This is an optimization exercise on Yosys and OpenROAD, whose aim is small area, a short achievable clock period and few clock cycles, not a production implementation.

== the reference run ==
==> flow/design.v <==
module gfig_rx (
    input  wire         clk,
    input  wire         rst,         
    input  wire         in_valid,
    input  wire [7:0]   in_data,
    input  wire         in_last,
    output wire         in_ready,
    output reg          rep_valid,
    output reg  [2:0]   rep_code,
    output reg  [279:0] rep_data
);
    localparam [7:0] M0 = 8'hB2;
    localparam [7:0] M1 = 8'hA1;
    localparam [7:0] VERSION = 8'h01;
    localparam [2:0] R_UNKNOWN   = 3'd4;
    localparam [2:0] R_MALFORMED = 3'd5;
    localparam [2:0] R_STORM     = 3'd6;
    localparam integer D  = 34;        
    localparam integer TOTMAX = D + 1;   
    localparam integer AW = 6;
    localparam [1:0] P_HUNT = 2'd0;    
    localparam [1:0] P_FRM  = 2'd1;    
    localparam [1:0] P_UNKW = 2'd2;    
    localparam [1:0] P_SKIP = 2'd3;    
    localparam [15:0] CRC_MAGIC = 16'hC0AB;
    function [15:0] crc_byte;
        input [15:0] c;
        input [7:0]  d;
        integer j;
        reg [15:0] r;
        begin
            r = c ^ {d, 8'h00};
            for (j = 0; j < 8; j = j + 1)
                r = r[15] ? ((r << 1) ^ 16'h1021) : (r << 1);
            crc_byte = r;
        end
    endfunction
    reg  rdy;
    assign in_ready = rdy;
    wire iv = in_valid & rdy;      
    wire il = in_last;
    wire [7:0] id = in_data;
    reg [8:0]    fm [0:D-1];           
    reg [AW-1:0] wp, rp;
    reg [AW:0]   tot;                  
    reg [AW:0]   avail;                
    reg [5:1]    a_ge;                 
    reg       hbv;                     
    reg [7:0] hb;
    reg       hf;                      
    reg       h_b2, h_a1, h_known, h_v01, h_him;
    wire [8:0] fo = fm[rp];
    always @(posedge clk) begin
        if (iv)
            fm[wp] <= {il, id};
    end
    reg [1:0]  st;
    reg        prev_b2;      
    reg [5:0]  k;            
    reg        fk2, fk3;     
    reg        fpay;         
    reg        fklo, fkend;  
    reg [1:0]  ty;           
    reg [15:0] crc;
    reg        ver_ok;
    reg        v_b2;         
    reg        t_b2, t_a1;   
    reg        lo_ok;        
    reg [3:0]  sl;           
    reg [3:0]  inv;
    reg        storm_pend;
    wire consume = hbv && a_ge[1] && (st != P_UNKW);
    wire ld      = (!hbv || consume) && (hbv ? (tot >= 2) : (tot != 0));    
    wire [3:0] sl1 = sl[3] ? 4'd8 : sl + 4'd1;
    reg [5:0] k_lo1, k_lastf;
    always @* begin
        case (ty)
            2'd1:    begin k_lo1 = 6'd13; k_lastf = 6'd12; end
            2'd2:    begin k_lo1 = 6'd61; k_lastf = 6'd38; end
            default: begin k_lo1 = 6'd11; k_lastf = 6'd11; end
        endcase
    end
    reg gate;
    always @* begin
        case (sl[2:0])
            3'd4: gate = a_ge[4];
            3'd5: gate = a_ge[3];
            3'd6: gate = a_ge[2];
            3'd7: gate = a_ge[1];
            default: gate = a_ge[5];
        endcase
        if (sl[3]) gate = 1'b1;
    end
    wire [AW:0] tot_n   = tot + iv - consume;
    wire [AW:0] avail_n = (iv && il) ? tot_n : avail - consume;
    integer q;
    reg fire, fire_now;
    reg  clr_r;
    wire in_frm = consume && (st == P_FRM);
    wire pay_wr = in_frm && fpay;
    wire [7:0] pd = hb & {8{~clr_r}};
    always @(posedge clk) begin
        for (q = 0; q < 35; q = q + 1)
            if (clr_r || (pay_wr && k == q + 4))
                rep_data[8*q +: 8] <= pd;
    end
    wire up = iv && !consume;
    wire dn = !iv && consume;
    reg  rdy_n;
    always @* begin
        case ({up, dn})
            2'b10:   rdy_n = tot <= TOTMAX - 2;
            2'b01:   rdy_n = tot <= TOTMAX;
            default: rdy_n = tot <= TOTMAX - 1;
        endcase
    end
    reg [5:1] a_ge_n;
    always @* begin
        for (q = 1; q <= 5; q = q + 1) begin
            if (iv && il)
                a_ge_n[q] = up ? (tot >= q - 1) : dn ? (tot >= q + 1) : (tot >= q);
            else if (consume)
                a_ge_n[q] = (q == 5) ? (avail >= 6) : a_ge[q + 1];
            else
                a_ge_n[q] = a_ge[q];
        end
    end
    reg fin, fin_ok, fin_storm;
    always @(posedge clk) begin
        if (rst) begin
            rdy <= 1'b0;
            wp <= 0; rp <= 0; tot <= 0; avail <= 0; a_ge <= 5'd0;
            hbv <= 1'b0;
            st <= P_HUNT; prev_b2 <= 1'b0; sl <= 4'd0; inv <= 4'd0;
            storm_pend <= 1'b0;
            rep_valid <= 1'b0;
            clr_r <= 1'b0;
            fin <= 1'b0; fin_storm <= 1'b0;
        end else begin
            rdy <= rdy_n;
            if (iv) wp <= (wp == D-1) ? 0 : wp + 1'b1;
            if (ld) rp <= (rp == D-1) ? 0 : rp + 1'b1;
            tot   <= tot_n;
            avail <= avail_n;
            a_ge  <= a_ge_n;
            if (ld) begin
                hbv     <= 1'b1;
                hb      <= fo[7:0];
                hf      <= fo[8];
                h_b2    <= (fo[7:0] == M0);
                h_a1    <= (fo[7:0] == M1);
                h_known <= (fo[7:0] == 8'h01) || (fo[7:0] == 8'h02) || (fo[7:0] == 8'h03);
                h_v01   <= (fo[7:0] == VERSION);
                h_him   <= (fo[7:0] == crc[15:8]);
            end else if (consume) begin
                hbv <= 1'b0;
            end
            rep_valid  <= 1'b0;
            storm_pend <= 1'b0;
            clr_r      <= 1'b0;
            fin        <= 1'b0;
            fin_storm  <= 1'b0;
            if (storm_pend) begin
                rep_valid <= 1'b1;
                rep_code  <= R_STORM;
            end
            if (fin) begin
                rep_valid  <= 1'b1;
                rep_code   <= fin_ok ? {1'b0, ty} : R_MALFORMED;
                storm_pend <= fin_storm;
            end
            fire = 1'b0;
            fire_now = 1'b0;
            if (st == P_UNKW) begin
                if (gate) fire = 1'b1;
            end else if (consume) begin
                sl <= sl1;
                case (st)
                    P_HUNT: begin
                        if (prev_b2 && h_a1) begin
                            st   <= P_FRM;
                            k    <= 6'd2;
                            fk2  <= 1'b1; fk3 <= 1'b0; fpay <= 1'b0;
                            fklo <= 1'b0; fkend <= 1'b0;
                            crc  <= CRC_MAGIC;
                            clr_r <= 1'b1;
                            if (hf && sl1[3]) sl <= 4'd2;
                        end
                        prev_b2 <= h_b2;
                    end
                    P_FRM: begin
                        k     <= k + 6'd1;
                        fk2   <= 1'b0;
                        fk3   <= fk2;
                        fpay  <= fk3 || (fpay && (k != k_lastf));
                        fklo  <= !fk2 && !fk3 && (k == k_lo1);
                        fkend <= fklo;
                        if (fk2) begin
                            ver_ok <= h_v01;
                            v_b2   <= h_b2;
                            crc    <= crc_byte(crc, hb);
                            if (hf && sl1[3]) sl <= 4'd3;
                        end else if (fk3) begin
                            t_b2 <= h_b2;
                            t_a1 <= h_a1;
                            if (h_known) begin
                                ty  <= hb[1:0];
                                crc <= crc_byte(crc, hb);
                            end else if (gate) begin
                                fire = 1'b1;
                                fire_now = 1'b1;
                            end else begin
                                st <= P_UNKW;
                            end
                        end else if (fkend) begin
                            fin    <= 1'b1;
                            fin_ok <= ver_ok && lo_ok && h_him;
                            sl <= 4'd0;
                            st <= P_HUNT;
                            prev_b2 <= 1'b0;
                            if (ver_ok && lo_ok && h_him) begin
                                inv <= 4'd0;
                            end else begin
                                clr_r <= 1'b1;
                                if (inv == 4'd10) begin
                                    inv <= 4'd0;
                                    fin_storm <= 1'b1;
                                    if (!hf) begin
                                        st <= P_SKIP;
                                        sl <= 4'd8;
                                    end
                                end else begin
                                    inv <= inv + 4'd1;
                                end
                            end
                        end else if (fklo) begin
                            lo_ok <= (hb == crc[7:0]);
                        end else begin
                            crc <= crc_byte(crc, hb);
                        end
                    end
                    P_SKIP: begin
                        if (hf && sl1[3]) begin
                            st <= P_HUNT;
                            prev_b2 <= 1'b0;
                            sl <= 4'd0;
                        end
                    end
                    default: ;
                endcase
            end
            if (fire) begin
                rep_valid <= 1'b1;
                rep_code  <= R_UNKNOWN;
                if (inv == 4'd10) begin
                    inv <= 4'd0;
                    storm_pend <= 1'b1;
                    prev_b2 <= 1'b0;
                    if (fire_now && hf && sl1[3]) begin
                        st <= P_HUNT;
                        sl <= 4'd0;
                    end else begin
                        st <= P_SKIP;
                        sl <= fire_now ? sl1 : sl;
                    end
                end else begin
                    inv <= inv + 4'd1;
                    sl  <= 4'd3;
                    if (v_b2 && (fire_now ? h_a1 : t_a1)) begin
                        st   <= P_FRM;
                        k    <= 6'd2;
                        fk2  <= 1'b1; fk3 <= 1'b0; fpay <= 1'b0;
                        fklo <= 1'b0; fkend <= 1'b0;
                        crc  <= CRC_MAGIC;
                        clr_r <= 1'b1;
                    end else begin
                        st <= P_HUNT;
                        prev_b2 <= fire_now ? h_b2 : t_b2;
                    end
                end
            end
        end
    end
endmodule
clock: 11.0 ns
lec_check: 0
abc_clock_period_in_ps: 3000
cap_margin: 20
core_margin: 2
core_utilization: 65
cts_cluster_diameter: 80
cts_cluster_size: 26
place_density: 0.75
slew_margin: 20
standard.sh (not shown) runs the stock make flow with config.mk's settings and CLKGATE_MAP_FILE= SYNTH_SCRIPT=/design/flow/synth_recipe.tcl, a recipe that flattens the netlist after the stock synthesis.
==> flow/flow/run.sh <==
#!/bin/bash
# Layout flow: the standard ORFS flow with these changes:
#  - repair_timing keeps a setup margin, so paths are sized and buffered
#    past the clock period, and may resize cells to other footprints;
#  - ports are buffered with buf_1 cells.
set -e -o pipefail
export SETUP_SLACK_MARGIN=7.6
export BUFFER_PORTS_ARGS="-buffer_cell sky130_fd_sc_hd__buf_1"
bash standard.sh MATCH_CELL_FOOTPRINT=0 finish 2>&1 | tee standard_flow.log
The inputs of the trial run differ from those of the reference run as listed below.
--- a/flow/design.v
+++ b/flow/design.v
@@ -35,11 +35,14 @@
             crc_byte = r;
         end
     endfunction
-    reg  rdy;
+    reg       rdy;
+    reg       iv, il;
+    reg [7:0] id;
     assign in_ready = rdy;
-    wire iv = in_valid & rdy;      
-    wire il = in_last;
-    wire [7:0] id = in_data;
+    always @(posedge clk) begin
+        id <= in_data;
+        il <= in_last;
+    end
     reg [8:0]    fm [0:D-1];           
     reg [AW-1:0] wp, rp;
     reg [AW:0]   tot;                  
@@ -108,9 +111,12 @@
     wire dn = !iv && consume;
     reg  rdy_n;
     always @* begin
-        case ({up, dn})
-            2'b10:   rdy_n = tot <= TOTMAX - 2;
-            2'b01:   rdy_n = tot <= TOTMAX;
+        case ({rdy, up, dn})
+            3'b010:  rdy_n = tot <= TOTMAX - 2;
+            3'b001:  rdy_n = tot <= TOTMAX;
+            3'b110:  rdy_n = tot <= TOTMAX - 3;
+            3'b101:  rdy_n = tot <= TOTMAX - 1;
+            3'b100:  rdy_n = tot <= TOTMAX - 2;
             default: rdy_n = tot <= TOTMAX - 1;
         endcase
     end
@@ -128,7 +134,7 @@
     reg fin, fin_ok, fin_storm;
     always @(posedge clk) begin
         if (rst) begin
-            rdy <= 1'b0;
+            rdy <= 1'b0; iv <= 1'b0;
             wp <= 0; rp <= 0; tot <= 0; avail <= 0; a_ge <= 5'd0;
             hbv <= 1'b0;
             st <= P_HUNT; prev_b2 <= 1'b0; sl <= 4'd0; inv <= 4'd0;
@@ -137,6 +143,7 @@
             clr_r <= 1'b0;
             fin <= 1'b0; fin_storm <= 1'b0;
         end else begin
+            iv  <= in_valid & rdy;
             rdy <= rdy_n;
             if (iv) wp <= (wp == D-1) ? 0 : wp + 1'b1;
             if (ld) rp <= (rp == D-1) ? 0 : rp + 1'b1;
Findings:
Setup slack in the trial run is larger than in the reference run.
For first-iteration DRC count, dividing the value from the reference run by the value from the trial run gives 1.2.
Diff the reference run -> the trial run: all-layer global routing usage moved down, area after synthesis grew by 260 um2.
Sort the trial run and the reference run by flip-flop and latch count desc -> top: the trial run
Compared to the reference run, the trial run has sequential standard cell area about 1% higher.
The trial run ended up with rep_data[69] as its capturing instance or port of the critical path; the reference run ended up with rep_data[0].
No run of this note included a check of the RTL's function; only the layout flow was run.

==> what the ideal ports hide <==
No port has a modelled driver above. Below, the same layouts with a new extraction and two added sets of constraints.
Step 1 (the two cells are an assumption about what drives the block):
set clk [get_ports {clk}]
set_driving_cell -lib_cell sky130_fd_sc_hd__clkbuf_16 $clk
set_driving_cell -lib_cell sky130_fd_sc_hd__buf_2 [delete_from_list [all_inputs] $clk]
Step 2 times the ports against the registers' clock, not the clock port: input delays grow and output delays shrink by t, the midpoint of the rising clock arrivals with the driver on.
Slacks: ideal / step 1 / step 2; pairs: ideal / step 1.
| run | shift t [ns] | slack for setup (ns) | worst register clock-pin slew, ns |
|---|---|---|---|
| the reference run | 0.686 | 7.528 / 7.468 / 7.008 | 0.10 / 0.10 |
| the trial run | 0.669 | 7.545 / 7.490 / 7.437 | 0.11 / 0.11 |
After both steps setup and hold are still met in every run listed. The setup slack of the reference run, which loses most, moves by -0.060 ns with the drivers and by -0.520 ns with both steps.
